This design comes from an exercise in tuning for small area on the open sky130 flow, not from production work.
RTL that was checked went through simulation tests only; none was proved equivalent to the original.
No activity file was given, so power comes from the tool's default toggle rates.

// sp_parser
module sp_parser (
    input  wire        clk,
    input  wire        rst,         
    input  wire        in_valid,    
    input  wire [7:0]  in_byte,
    input  wire        json_ok,     
    output wire        st_valid,    
    output wire [7:0]  status,      
    output wire        pay_valid,   
    output wire [7:0]  pay_byte,
    output wire [1:0]  msg_state,   
    output wire [1:0]  msg_tag,     
    output wire [15:0] msg_props,
    output wire [15:0] msg_cmd,
    output wire [15:0] msg_plen,
    output wire        msg_stby,
    output wire [31:0] hb_epoch,
    output wire [31:0] hb_serial,
    output wire [15:0] hb_volt,
    output wire [7:0]  hb_temp,
    output wire [7:0]  hb_mode
);
==> module sp_parser, before the edit <==
module sp_parser (
    input  wire        clk,
    input  wire        rst,         
    input  wire        in_valid,    
    input  wire [7:0]  in_byte,
    input  wire        json_ok,     
    output wire        st_valid,    
    output wire [7:0]  status,      
    output wire        pay_valid,   
    output wire [7:0]  pay_byte,
    output wire [1:0]  msg_state,   
    output wire [1:0]  msg_tag,     
    output wire [15:0] msg_props,
    output wire [15:0] msg_cmd,
    output wire [15:0] msg_plen,
    output wire        msg_stby,
    output wire [31:0] hb_epoch,
    output wire [31:0] hb_serial,
    output wire [15:0] hb_volt,
    output wire [7:0]  hb_temp,
    output wire [7:0]  hb_mode
);
    localparam [1:0] TAG_SAR  = 2'd1;
    localparam [1:0] TAG_STBY = 2'd2;
    localparam [1:0] TAG_HB   = 2'd3;
    reg        r_st_valid;
    reg        r_pay_valid;
    reg  [7:0] r_pay_byte;
    reg        m_valid;         
    reg        m_cinv;          
    reg        ez, ex, ey;
    reg  [3:0] idx;             
    reg  [1:0] tag;             
    reg        hck_hi;          
    reg [10:0] acc;             
    reg [15:0] pck;             
    reg [15:0] props;
    reg  [7:0] sh [0:10];       
    wire       push    = in_valid;
    wire [3:0] idx_inc = {idx[3] ^ (&idx[2:0]), idx[2] ^ (&idx[1:0]), idx[1] ^ idx[0], ~idx[0]};
    wire       scan    = (idx[3:1] == 3'd0);
    wire       is_sig  = (in_byte == 8'h54);
    wire       in_pay  = (idx == 4'd12);
    wire       at_cmd  = (idx == 4'd9);
    wire       at_len  = (idx == 4'd11);
    wire       is_hb   = (tag == TAG_HB);
    wire [1:0] code    = (in_byte == 8'h03) ? TAG_SAR  :
                         (in_byte == 8'h05) ? TAG_STBY :
                         (in_byte == 8'h08) ? TAG_HB   : 2'd0;
    wire       cmd_bad = !((in_byte == 8'hFF) && (tag != 2'd0));
    wire [7:0]  acc_op  = in_pay ? 8'd1 : in_byte;
    reg  [10:0] acc_sub;
    reg  [15:0] pck_sub;
    reg         abr, pbr, azc, pzc;
    integer j;
    always @* begin
        abr = 1'b0;
        for (j = 0; j < 8; j = j + 1) begin
            acc_sub[j] = acc[j] ^ acc_op[j] ^ abr;
            abr = (~acc[j] & acc_op[j]) | (~acc[j] & abr) | (acc_op[j] & abr);
        end
        azc = 1'b1;
        for (j = 8; j < 11; j = j + 1) begin
            acc_sub[j] = acc[j] ^ (abr & azc);
            azc = azc & ~acc[j];
        end
        pbr = 1'b0;
        for (j = 0; j < 8; j = j + 1) begin
            pck_sub[j] = pck[j] ^ in_byte[j] ^ pbr;
            pbr = (~pck[j] & in_byte[j]) | (~pck[j] & pbr) | (in_byte[j] & pbr);
        end
        pzc = 1'b1;
        for (j = 8; j < 16; j = j + 1) begin
            pck_sub[j] = pck[j] ^ (pbr & pzc);
            pzc = pzc & ~pck[j];
        end
    end
    wire [15:0] len    = {in_byte, sh[0]};
    wire       len_gt  = (len[15:10] != 6'd0) ||
                         ((len[9:4] == 6'h3F) && (len[3] || (len[2] && (len[1] || len[0]))));
    wire       len_bad = (tag == TAG_STBY) ? (len != 16'd1) :
                         is_hb             ? (len != 16'd15) :
                                             len_gt;
    wire       acc_hi0 = (acc[10:4] == 7'd0);
    wire       hck_bad = hck_hi || (acc != {3'd0, in_byte});
    wire       hdr_bad = len_bad || hck_bad;
    wire       len_zero = (len == 16'd0);
    wire       done_hdr = at_len && !hdr_bad && len_zero;
    wire       done_pay = in_pay && (acc[3:0] == 4'd1) && (is_hb || acc_hi0);
    wire       done     = done_hdr || done_pay;
    wire       pck_ok   = (pck == {8'd0, in_byte});
    wire       sh_pay   = in_pay && ((tag == TAG_STBY) ||
                                     (is_hb && (acc[3] || acc[2])));
    wire       sh_en    = (idx[3:1] == 3'd5) || sh_pay;
    always @(posedge clk) begin
        r_pay_byte <= in_byte;
        if (rst) begin
            r_st_valid  <= 1'b0;
            r_pay_valid <= 1'b0;
            m_valid     <= 1'b0;
            m_cinv      <= 1'b0;
            ez          <= 1'b0;
            ex          <= 1'b0;
            ey          <= 1'b0;
            idx         <= 4'd0;
        end else begin
            r_st_valid  <= push;
            r_pay_valid <= push && in_pay;
            if (push) begin
                m_valid <= 1'b0;
                m_cinv  <= 1'b0;
                ez      <= 1'b0;
                ex      <= 1'b0;
                ey      <= 1'b0;
                if (scan) begin
                    if (is_sig) begin
                        idx <= idx_inc;
                    end else begin
                        idx <= 4'd0;
                        ez  <= 1'b1;
                    end
                end else if (at_cmd && cmd_bad) begin
                    idx <= 4'd0;
                    ez  <= 1'b1;
                    ey  <= 1'b1;
                end else if (at_len && hdr_bad) begin
                    idx <= 4'd0;
                    ex  <= len_bad;
                    ey  <= hck_bad;
                end else if (done) begin
                    idx <= 4'd0;
                    if (!pck_ok) begin
                        ez <= 1'b1;
                        ex <= 1'b1;
                    end else if (tag == TAG_SAR && !json_ok)
                        m_cinv <= 1'b1;
                    else
                        m_valid <= 1'b1;
                end else if (!in_pay) begin
                    idx <= idx_inc;
                end
            end
        end
    end
    integer k;
    always @(posedge clk) begin
        if (push) begin
            case (idx)
                4'd2: acc[7:0]  <= in_byte;
                4'd3: begin
                    acc[10:8] <= in_byte[2:0];
                    hck_hi    <= (in_byte[7:3] != 5'd0);
                end
                4'd4: pck[7:0]  <= in_byte;
                4'd5: pck[15:8] <= in_byte;
                4'd6: props[7:0]  <= in_byte;
                4'd7: props[15:8] <= in_byte;
                4'd8: tag <= code;
                4'd11: acc <= {1'b0, in_byte[1:0], sh[0]};
                default: ;
            endcase
            if ((idx >= 4'd6 && idx <= 4'd10) || in_pay)
                acc <= acc_sub;
            if (in_pay)
                pck <= pck_sub;
            if (sh_en) begin
                sh[0] <= in_byte;
                for (k = 1; k < 11; k = k + 1)
                    sh[k] <= sh[k-1];
            end
            if (sh_pay)
                {acc[10:4], hck_hi} <= sh[10];
        end
    end
    wire [7:0] hb_b0 = {acc[10:4], hck_hi};
    assign st_valid  = r_st_valid;
    assign pay_valid = r_pay_valid;
    assign pay_byte  = r_pay_byte;
    assign status    = {1'b0, m_cinv, ez & ex, !ez & ey, !ez & ex,
                        ez & ey, ez & !ex & !ey, m_valid};
    assign msg_state = {m_valid | m_cinv, m_cinv};
    assign msg_tag   = m_valid ? tag : 2'd0;
    assign msg_props = props;
    assign msg_cmd   = {8'hFF, 4'h0, is_hb, tag == TAG_STBY,
                        tag == TAG_SAR, !is_hb};
    assign msg_plen  = (tag == TAG_SAR)  ? {6'd0, sh[0][1:0], sh[1]} :
                       (tag == TAG_STBY) ? 16'd1 : 16'd15;
    assign msg_stby  = (sh[0] != 8'd0);
    assign hb_epoch  = {sh[8], sh[9], sh[10], hb_b0};
    assign hb_serial = {sh[4], sh[5], sh[6], sh[7]};
    assign hb_volt   = {sh[2], sh[3]};
    assign hb_temp   = sh[1];
    assign hb_mode   = sh[0];
endmodule
clock: 6.0 ns
lec_check: 0
cap_margin: 20
core_margin: 2
core_utilization: 65
slew_margin: 20
standard.sh (not shown) runs the stock make flow with config.mk's settings and CLKGATE_MAP_FILE= SYNTH_SCRIPT=/design/flow/synth_recipe.tcl, a recipe that flattens the netlist after the stock synthesis.
==> flow/flow/run.sh <==
#!/bin/bash
set -euo pipefail
bash standard.sh \
  "BUFFER_PORTS_ARGS=-buffer_cell sky130_fd_sc_hd__buf_1" \
  "CTS_ARGS=-sink_clustering_enable -repair_clock_nets -dont_use_dummy_load -buf_list sky130_fd_sc_hd__clkbuf_8 -sink_clustering_size 30 -sink_clustering_max_diameter 80" \
  finish > flow_standard.log 2>&1
Change:
--- a/flow/design.v
+++ b/flow/design.v
@@ -38,5 +38,4 @@
     reg  [7:0] sh [0:10];       
     wire       push    = in_valid;
-    wire [3:0] idx_inc = {idx[3] ^ (&idx[2:0]), idx[2] ^ (&idx[1:0]), idx[1] ^ idx[0], ~idx[0]};
     wire       scan    = (idx[3:1] == 3'd0);
     wire       is_sig  = (in_byte == 8'h54);
@@ -52,42 +51,41 @@
     reg  [10:0] acc_sub;
     reg  [15:0] pck_sub;
-    reg         abr, pbr, azc, pzc;
+    reg         abr, pbr;
     integer j;
     always @* begin
         abr = 1'b0;
-        for (j = 0; j < 8; j = j + 1) begin
-            acc_sub[j] = acc[j] ^ acc_op[j] ^ abr;
-            abr = (~acc[j] & acc_op[j]) | (~acc[j] & abr) | (acc_op[j] & abr);
-        end
-        azc = 1'b1;
-        for (j = 8; j < 11; j = j + 1) begin
-            acc_sub[j] = acc[j] ^ (abr & azc);
-            azc = azc & ~acc[j];
+        for (j = 0; j < 11; j = j + 1) begin
+            if (j < 8) begin
+                acc_sub[j] = acc[j] ^ acc_op[j] ^ abr;
+                abr = (~acc[j] & acc_op[j]) | (~acc[j] & abr) | (acc_op[j] & abr);
+            end else begin
+                acc_sub[j] = acc[j] ^ abr;
+                abr = ~acc[j] & abr;
+            end
         end
         pbr = 1'b0;
-        for (j = 0; j < 8; j = j + 1) begin
-            pck_sub[j] = pck[j] ^ in_byte[j] ^ pbr;
-            pbr = (~pck[j] & in_byte[j]) | (~pck[j] & pbr) | (in_byte[j] & pbr);
-        end
-        pzc = 1'b1;
-        for (j = 8; j < 16; j = j + 1) begin
-            pck_sub[j] = pck[j] ^ (pbr & pzc);
-            pzc = pzc & ~pck[j];
+        for (j = 0; j < 16; j = j + 1) begin
+            if (j < 8) begin
+                pck_sub[j] = pck[j] ^ in_byte[j] ^ pbr;
+                pbr = (~pck[j] & in_byte[j]) | (~pck[j] & pbr) | (in_byte[j] & pbr);
+            end else begin
+                pck_sub[j] = pck[j] ^ pbr;
+                pbr = ~pck[j] & pbr;
+            end
         end
     end
     wire [15:0] len    = {in_byte, sh[0]};
-    wire       len_gt  = (len[15:10] != 6'd0) ||
-                         ((len[9:4] == 6'h3F) && (len[3] || (len[2] && (len[1] || len[0]))));
     wire       len_bad = (tag == TAG_STBY) ? (len != 16'd1) :
                          is_hb             ? (len != 16'd15) :
-                                             len_gt;
-    wire       acc_hi0 = (acc[10:4] == 7'd0);
-    wire       hck_bad = hck_hi || (acc != {3'd0, in_byte});
+                                             (len > 16'd1012);
+    wire       acc_lo0 = (acc_sub[3:0] == 4'd0);
+    wire       acc_hi0 = (acc_sub[10:4] == 7'd0);
+    wire       hck_bad = hck_hi || !(acc_lo0 && acc_hi0);
     wire       hdr_bad = len_bad || hck_bad;
     wire       len_zero = (len == 16'd0);
     wire       done_hdr = at_len && !hdr_bad && len_zero;
-    wire       done_pay = in_pay && (acc[3:0] == 4'd1) && (is_hb || acc_hi0);
+    wire       done_pay = in_pay && acc_lo0 && (is_hb || acc_hi0);
     wire       done     = done_hdr || done_pay;
-    wire       pck_ok   = (pck == {8'd0, in_byte});
+    wire       pck_ok   = (pck_sub == 16'd0);
     wire       sh_pay   = in_pay && ((tag == TAG_STBY) ||
                                      (is_hb && (acc[3] || acc[2])));
@@ -115,5 +113,5 @@
                 if (scan) begin
                     if (is_sig) begin
-                        idx <= idx_inc;
+                        idx <= idx + 4'd1;
                     end else begin
                         idx <= 4'd0;
@@ -138,5 +136,5 @@
                         m_valid <= 1'b1;
                 end else if (!in_pay) begin
-                    idx <= idx_inc;
+                    idx <= idx + 4'd1;
                 end
             end
Result: First-iteration DRC count climbs by a few percent; flip-flop and latch count does not change; maximum frequency went down by a few percent; sequential share of layout area came out lower by 1.5 points; die area shrinks slightly; routed wire length climbs by a few percent; final area is higher by a few percent; clock power falls slightly; cell count barely changes; area after synthesis goes down slightly; synthesized cell count came out lower by a few percent.
The RTL of the second run of this note was laid out without a check of its function.


main:
Another version of the RTL of sp_parser (not shown whole).
Size in the first run: ~520 cells after synthesis, about 150 flip-flops, ~0.0068 mm^2 of cells after synthesis.
==> module sp_parser, before the edit <==
module sp_parser (
    input  wire        clk,
    input  wire        rst,         
    input  wire        in_valid,    
    input  wire [7:0]  in_byte,
    input  wire        json_ok,     
    output wire        st_valid,    
    output wire [7:0]  status,      
    output wire        pay_valid,   
    output wire [7:0]  pay_byte,
    output wire [1:0]  msg_state,   
    output wire [1:0]  msg_tag,     
    output wire [15:0] msg_props,
    output wire [15:0] msg_cmd,
    output wire [15:0] msg_plen,
    output wire        msg_stby,
    output wire [31:0] hb_epoch,
    output wire [31:0] hb_serial,
    output wire [15:0] hb_volt,
    output wire [7:0]  hb_temp,
    output wire [7:0]  hb_mode
);
    localparam [1:0] TAG_SAR  = 2'd1;
    localparam [1:0] TAG_STBY = 2'd2;
    localparam [1:0] TAG_HB   = 2'd3;
    reg        r_st_valid;
    reg        r_pay_valid;
    reg  [7:0] r_pay_byte;
    reg        m_valid;         
    reg        m_cinv;          
    reg        ez, ex, ey;
    reg  [3:0] idx;             
    reg  [1:0] tag;             
    reg        hck_hi;          
    reg [10:0] acc;             
    reg [15:0] pck;             
    reg [15:0] props;
    reg  [7:0] sh [0:10];       
    wire       push    = in_valid;
    wire [3:0] idx_inc = {idx[3] ^ (&idx[2:0]), idx[2] ^ (&idx[1:0]), idx[1] ^ idx[0], ~idx[0]};
    wire       scan    = (idx[3:1] == 3'd0);
    wire       is_sig  = (in_byte == 8'h54);
    wire       in_pay  = (idx == 4'd12);
    wire       at_cmd  = (idx == 4'd9);
    wire       at_len  = (idx == 4'd11);
    wire       is_hb   = (tag == TAG_HB);
    wire [1:0] code    = (in_byte == 8'h03) ? TAG_SAR  :
                         (in_byte == 8'h05) ? TAG_STBY :
                         (in_byte == 8'h08) ? TAG_HB   : 2'd0;
    wire       cmd_bad = !((in_byte == 8'hFF) && (tag != 2'd0));
    wire [7:0]  acc_op  = in_pay ? 8'd1 : in_byte;
    reg  [10:0] acc_sub;
    reg  [15:0] pck_sub;
    reg         abr, pbr;
    integer j;
    always @* begin
        abr = 1'b0;
        for (j = 0; j < 11; j = j + 1) begin
            if (j < 8) begin
                acc_sub[j] = acc[j] ^ acc_op[j] ^ abr;
                abr = (~acc[j] & acc_op[j]) | (~acc[j] & abr) | (acc_op[j] & abr);
            end else begin
                acc_sub[j] = acc[j] ^ abr;
                abr = ~acc[j] & abr;
            end
        end
        pbr = 1'b0;
        for (j = 0; j < 16; j = j + 1) begin
            if (j < 8) begin
                pck_sub[j] = pck[j] ^ in_byte[j] ^ pbr;
                pbr = (~pck[j] & in_byte[j]) | (~pck[j] & pbr) | (in_byte[j] & pbr);
            end else begin
                pck_sub[j] = pck[j] ^ pbr;
                pbr = ~pck[j] & pbr;
            end
        end
    end
    wire [15:0] len    = {in_byte, sh[0]};
    wire       len_gt  = (len[15:10] != 6'd0) ||
                         ((len[9:4] == 6'h3F) && (len[3] || (len[2] && (len[1] || len[0]))));
    wire       len_bad = (tag == TAG_STBY) ? (len != 16'd1) :
                         is_hb             ? (len != 16'd15) :
                                             len_gt;
    wire       acc_hi0 = (acc[10:4] == 7'd0);
    wire       hck_bad = hck_hi || (acc != {3'd0, in_byte});
    wire       hdr_bad = len_bad || hck_bad;
    wire       len_zero = (len == 16'd0);
    wire       done_hdr = at_len && !hdr_bad && len_zero;
    wire       done_pay = in_pay && (acc[3:0] == 4'd1) && (is_hb || acc_hi0);
    wire       done     = done_hdr || done_pay;
    wire       pck_ok   = (pck == {8'd0, in_byte});
    wire       sh_pay   = in_pay && ((tag == TAG_STBY) ||
                                     (is_hb && (acc[3] || acc[2])));
    wire       sh_en    = (idx[3:1] == 3'd5) || sh_pay;
    always @(posedge clk) begin
        r_pay_byte <= in_byte;
        if (rst) begin
            r_st_valid  <= 1'b0;
            r_pay_valid <= 1'b0;
            m_valid     <= 1'b0;
            m_cinv      <= 1'b0;
            ez          <= 1'b0;
            ex          <= 1'b0;
            ey          <= 1'b0;
            idx         <= 4'd0;
        end else begin
            r_st_valid  <= push;
            r_pay_valid <= push && in_pay;
            if (push) begin
                m_valid <= 1'b0;
                m_cinv  <= 1'b0;
                ez      <= 1'b0;
                ex      <= 1'b0;
                ey      <= 1'b0;
                if (scan) begin
                    if (is_sig) begin
                        idx <= idx_inc;
                    end else begin
                        idx <= 4'd0;
                        ez  <= 1'b1;
                    end
                end else if (at_cmd && cmd_bad) begin
                    idx <= 4'd0;
                    ez  <= 1'b1;
                    ey  <= 1'b1;
                end else if (at_len && hdr_bad) begin
                    idx <= 4'd0;
                    ex  <= len_bad;
                    ey  <= hck_bad;
                end else if (done) begin
                    idx <= 4'd0;
                    if (!pck_ok) begin
                        ez <= 1'b1;
                        ex <= 1'b1;
                    end else if (tag == TAG_SAR && !json_ok)
                        m_cinv <= 1'b1;
                    else
                        m_valid <= 1'b1;
                end else if (!in_pay) begin
                    idx <= idx_inc;
                end
            end
        end
    end
    integer k;
    always @(posedge clk) begin
        if (push) begin
            case (idx)
                4'd2: acc[7:0]  <= in_byte;
                4'd3: begin
                    acc[10:8] <= in_byte[2:0];
                    hck_hi    <= (in_byte[7:3] != 5'd0);
                end
                4'd4: pck[7:0]  <= in_byte;
                4'd5: pck[15:8] <= in_byte;
                4'd6: props[7:0]  <= in_byte;
                4'd7: props[15:8] <= in_byte;
                4'd8: tag <= code;
                4'd11: acc <= {1'b0, in_byte[1:0], sh[0]};
                default: ;
            endcase
            if ((idx >= 4'd6 && idx <= 4'd10) || in_pay)
                acc <= acc_sub;
            if (in_pay)
                pck <= pck_sub;
            if (sh_en) begin
                sh[0] <= in_byte;
                for (k = 1; k < 11; k = k + 1)
                    sh[k] <= sh[k-1];
            end
            if (sh_pay)
                {acc[10:4], hck_hi} <= sh[10];
        end
    end
    wire [7:0] hb_b0 = {acc[10:4], hck_hi};
    assign st_valid  = r_st_valid;
    assign pay_valid = r_pay_valid;
    assign pay_byte  = r_pay_byte;
    assign status    = {1'b0, m_cinv, ez & ex, !ez & ey, !ez & ex,
                        ez & ey, ez & !ex & !ey, m_valid};
    assign msg_state = {m_valid | m_cinv, m_cinv};
    assign msg_tag   = m_valid ? tag : 2'd0;
    assign msg_props = props;
    assign msg_cmd   = {8'hFF, 4'h0, is_hb, tag == TAG_STBY,
                        tag == TAG_SAR, !is_hb};
    assign msg_plen  = (tag == TAG_SAR)  ? {6'd0, sh[0][1:0], sh[1]} :
                       (tag == TAG_STBY) ? 16'd1 : 16'd15;
    assign msg_stby  = (sh[0] != 8'd0);
    assign hb_epoch  = {sh[8], sh[9], sh[10], hb_b0};
    assign hb_serial = {sh[4], sh[5], sh[6], sh[7]};
    assign hb_volt   = {sh[2], sh[3]};
    assign hb_temp   = sh[1];
    assign hb_mode   = sh[0];
endmodule
Settings: LEC_CHECK=0, CAP_MARGIN=20, CORE_MARGIN=2, CORE_UTILIZATION=65, SLEW_MARGIN=20; clock period 6.0 ns.
Scripts as last shown in full above: flow/flow/run.sh
Inputs modified between main and the feature branch:
==> flow/design.v <==
module sp_parser (
    input  wire        clk,
    input  wire        rst,         
    input  wire        in_valid,    
    input  wire [7:0]  in_byte,
    input  wire        json_ok,     
    output wire        st_valid,    
    output wire [7:0]  status,      
    output wire        pay_valid,   
    output wire [7:0]  pay_byte,
    output wire [1:0]  msg_state,   
    output wire [1:0]  msg_tag,     
    output wire [15:0] msg_props,
    output wire [15:0] msg_cmd,
    output wire [15:0] msg_plen,
    output wire        msg_stby,
    output wire [31:0] hb_epoch,
    output wire [31:0] hb_serial,
    output wire [15:0] hb_volt,
    output wire [7:0]  hb_temp,
    output wire [7:0]  hb_mode
);
    localparam [1:0] TAG_SAR  = 2'd1;
    localparam [1:0] TAG_STBY = 2'd2;
    localparam [1:0] TAG_HB   = 2'd3;
    reg        r_st_valid;
    reg        r_pay_valid;
    reg  [7:0] r_pay_byte;
    reg        m_valid;         
    reg        m_cinv;          
    reg        ez, ex, ey;
    reg  [3:0] idx;             
    reg  [1:0] tag;             
    reg        hck_hi;          
    reg [10:0] acc;             
    reg [15:0] pck;             
    reg [15:0] props;
    reg  [7:0] sh [0:10];       
    wire       push    = in_valid;
    wire       scan    = (idx[3:1] == 3'd0);
    wire       is_sig  = (in_byte == 8'h54);
    wire       in_pay  = (idx == 4'd12);
    wire       at_cmd  = (idx == 4'd9);
    wire       at_len  = (idx == 4'd11);
    wire       is_hb   = (tag == TAG_HB);
    wire [1:0] code    = (in_byte == 8'h03) ? TAG_SAR  :
                         (in_byte == 8'h05) ? TAG_STBY :
                         (in_byte == 8'h08) ? TAG_HB   : 2'd0;
    wire       cmd_bad = !((in_byte == 8'hFF) && (tag != 2'd0));
    wire [10:0] acc_sub = acc - (in_pay ? 11'd1 : {3'd0, in_byte});
    wire [15:0] pck_sub = pck - {8'd0, in_byte};
    wire [15:0] len    = {in_byte, sh[0]};
    wire       len_bad = (tag == TAG_STBY) ? (len != 16'd1) :
                         is_hb             ? (len != 16'd15) :
                                             (len > 16'd1012);
    wire       acc_lo0 = (acc_sub[3:0] == 4'd0);
    wire       acc_hi0 = (acc_sub[10:4] == 7'd0);
    wire       hck_bad = hck_hi || !(acc_lo0 && acc_hi0);
    wire       hdr_bad = len_bad || hck_bad;
    wire       len_zero = (len == 16'd0);
    wire       done_hdr = at_len && !hdr_bad && len_zero;
    wire       done_pay = in_pay && acc_lo0 && (is_hb || acc_hi0);
    wire       done     = done_hdr || done_pay;
    wire       pck_ok   = (pck_sub == 16'd0);
    wire       sh_pay   = in_pay && ((tag == TAG_STBY) ||
                                     (is_hb && (acc[3] || acc[2])));
    wire       sh_en    = (idx[3:1] == 3'd5) || sh_pay;
    always @(posedge clk) begin
        r_pay_byte <= in_byte;
        if (rst) begin
            r_st_valid  <= 1'b0;
            r_pay_valid <= 1'b0;
            m_valid     <= 1'b0;
            m_cinv      <= 1'b0;
            ez          <= 1'b0;
            ex          <= 1'b0;
            ey          <= 1'b0;
            idx         <= 4'd0;
        end else begin
            r_st_valid  <= push;
            r_pay_valid <= push && in_pay;
            if (push) begin
                m_valid <= 1'b0;
                m_cinv  <= 1'b0;
                ez      <= 1'b0;
                ex      <= 1'b0;
                ey      <= 1'b0;
                if (scan) begin
                    if (is_sig) begin
                        idx <= idx + 4'd1;
                    end else begin
                        idx <= 4'd0;
                        ez  <= 1'b1;
                    end
                end else if (at_cmd && cmd_bad) begin
                    idx <= 4'd0;
                    ez  <= 1'b1;
                    ey  <= 1'b1;
                end else if (at_len && hdr_bad) begin
                    idx <= 4'd0;
                    ex  <= len_bad;
                    ey  <= hck_bad;
                end else if (done) begin
                    idx <= 4'd0;
                    if (!pck_ok) begin
                        ez <= 1'b1;
                        ex <= 1'b1;
                    end else if (tag == TAG_SAR && !json_ok)
                        m_cinv <= 1'b1;
                    else
                        m_valid <= 1'b1;
                end else if (!in_pay) begin
                    idx <= idx + 4'd1;
                end
            end
        end
    end
    integer k;
    always @(posedge clk) begin
        if (push) begin
            case (idx)
                4'd2: acc[7:0]  <= in_byte;
                4'd3: begin
                    acc[10:8] <= in_byte[2:0];
                    hck_hi    <= (in_byte[7:3] != 5'd0);
                end
                4'd4: pck[7:0]  <= in_byte;
                4'd5: pck[15:8] <= in_byte;
                4'd6: props[7:0]  <= in_byte;
                4'd7: props[15:8] <= in_byte;
                4'd8: tag <= code;
                4'd11: acc <= {1'b0, in_byte[1:0], sh[0]};
                default: ;
            endcase
            if ((idx >= 4'd6 && idx <= 4'd10) || in_pay)
                acc <= acc_sub;
            if (in_pay)
                pck <= pck_sub;
            if (sh_en) begin
                sh[0] <= in_byte;
                for (k = 1; k < 11; k = k + 1)
                    sh[k] <= sh[k-1];
            end
            if (sh_pay)
                {acc[10:4], hck_hi} <= sh[10];
        end
    end
    wire [7:0] hb_b0 = {acc[10:4], hck_hi};
    assign st_valid  = r_st_valid;
    assign pay_valid = r_pay_valid;
    assign pay_byte  = r_pay_byte;
    assign status    = {1'b0, m_cinv, ez & ex, !ez & ey, !ez & ex,
                        ez & ey, ez & !ex & !ey, m_valid};
    assign msg_state = {m_valid | m_cinv, m_cinv};
    assign msg_tag   = m_valid ? tag : 2'd0;
    assign msg_props = props;
    assign msg_cmd   = {8'hFF, 4'h0, is_hb, tag == TAG_STBY,
                        tag == TAG_SAR, !is_hb};
    assign msg_plen  = (tag == TAG_SAR)  ? {6'd0, sh[0][1:0], sh[1]} :
                       (tag == TAG_STBY) ? 16'd1 : 16'd15;
    assign msg_stby  = (sh[0] != 8'd0);
    assign hb_epoch  = {sh[8], sh[9], sh[10], hb_b0};
    assign hb_serial = {sh[4], sh[5], sh[6], sh[7]};
    assign hb_volt   = {sh[2], sh[3]};
    assign hb_temp   = sh[1];
    assign hb_mode   = sh[0];
endmodule
[summary]
- The feature branch vs. main: power after layout increased by about 3% relative to the old numbers, average instance area after synthesis saw a decrease, highest ir drop seen on vdd now smaller.
- In the feature branch, hold slack is lower than in main.
- Diff main -> the feature branch: count of clock tree sinks neither gained nor lost much, fraction of layout instances using a drive strength above 1 -1.6 points, effective utilization at floorplan went down.
- Per the final summary, the feature branch finished and its layout is clean on timing, DRC and antenna.
- Number of global-route vias before repair: the feature branch > main
Function not checked in main: the RTL went through the layout flow alone.

[static timing again, ports no longer ideal]
In the flow no input, the clock included, has a driving cell. The finished layouts below were timed again as built, in two steps. Step 1 sets driving cells, clkbuf_16 on the clock port and buf_2 on the other inputs (assumed; they add their load-dependent delay and slew). Step 2 moves the port delays by t, midway between the first and last clock arrival at a register: inputs arrive t later, outputs are due t later. That takes back most of the time a late clock gives input paths. Slacks: no drivers / after step 1 / after step 2; pairs: no drivers / after step 1.
| run | t (ns) | setup WS [ns] | pins driven straight from the clock port |
|---|---|---|---|
| the first run of note 1 | 0.471 | 0.374 / 0.374 / 0.206 | 1 |
| the second run of note 1 | 0.471 | 0.141 / 0.147 / -0.324 | 1 |
| main | 0.469 | 0.315 / 0.315 / -0.084 | 1 |
| the feature branch | 0.458 | 1.334 / 1.334 / 1.180 | 1 |
Met with ideal ports but missed after step 2: setup timing in the second run of note 1 and main. The setup slack of the second run of note 1, which loses most, moves by +0.006 ns with the drivers and by -0.465 ns with both steps.
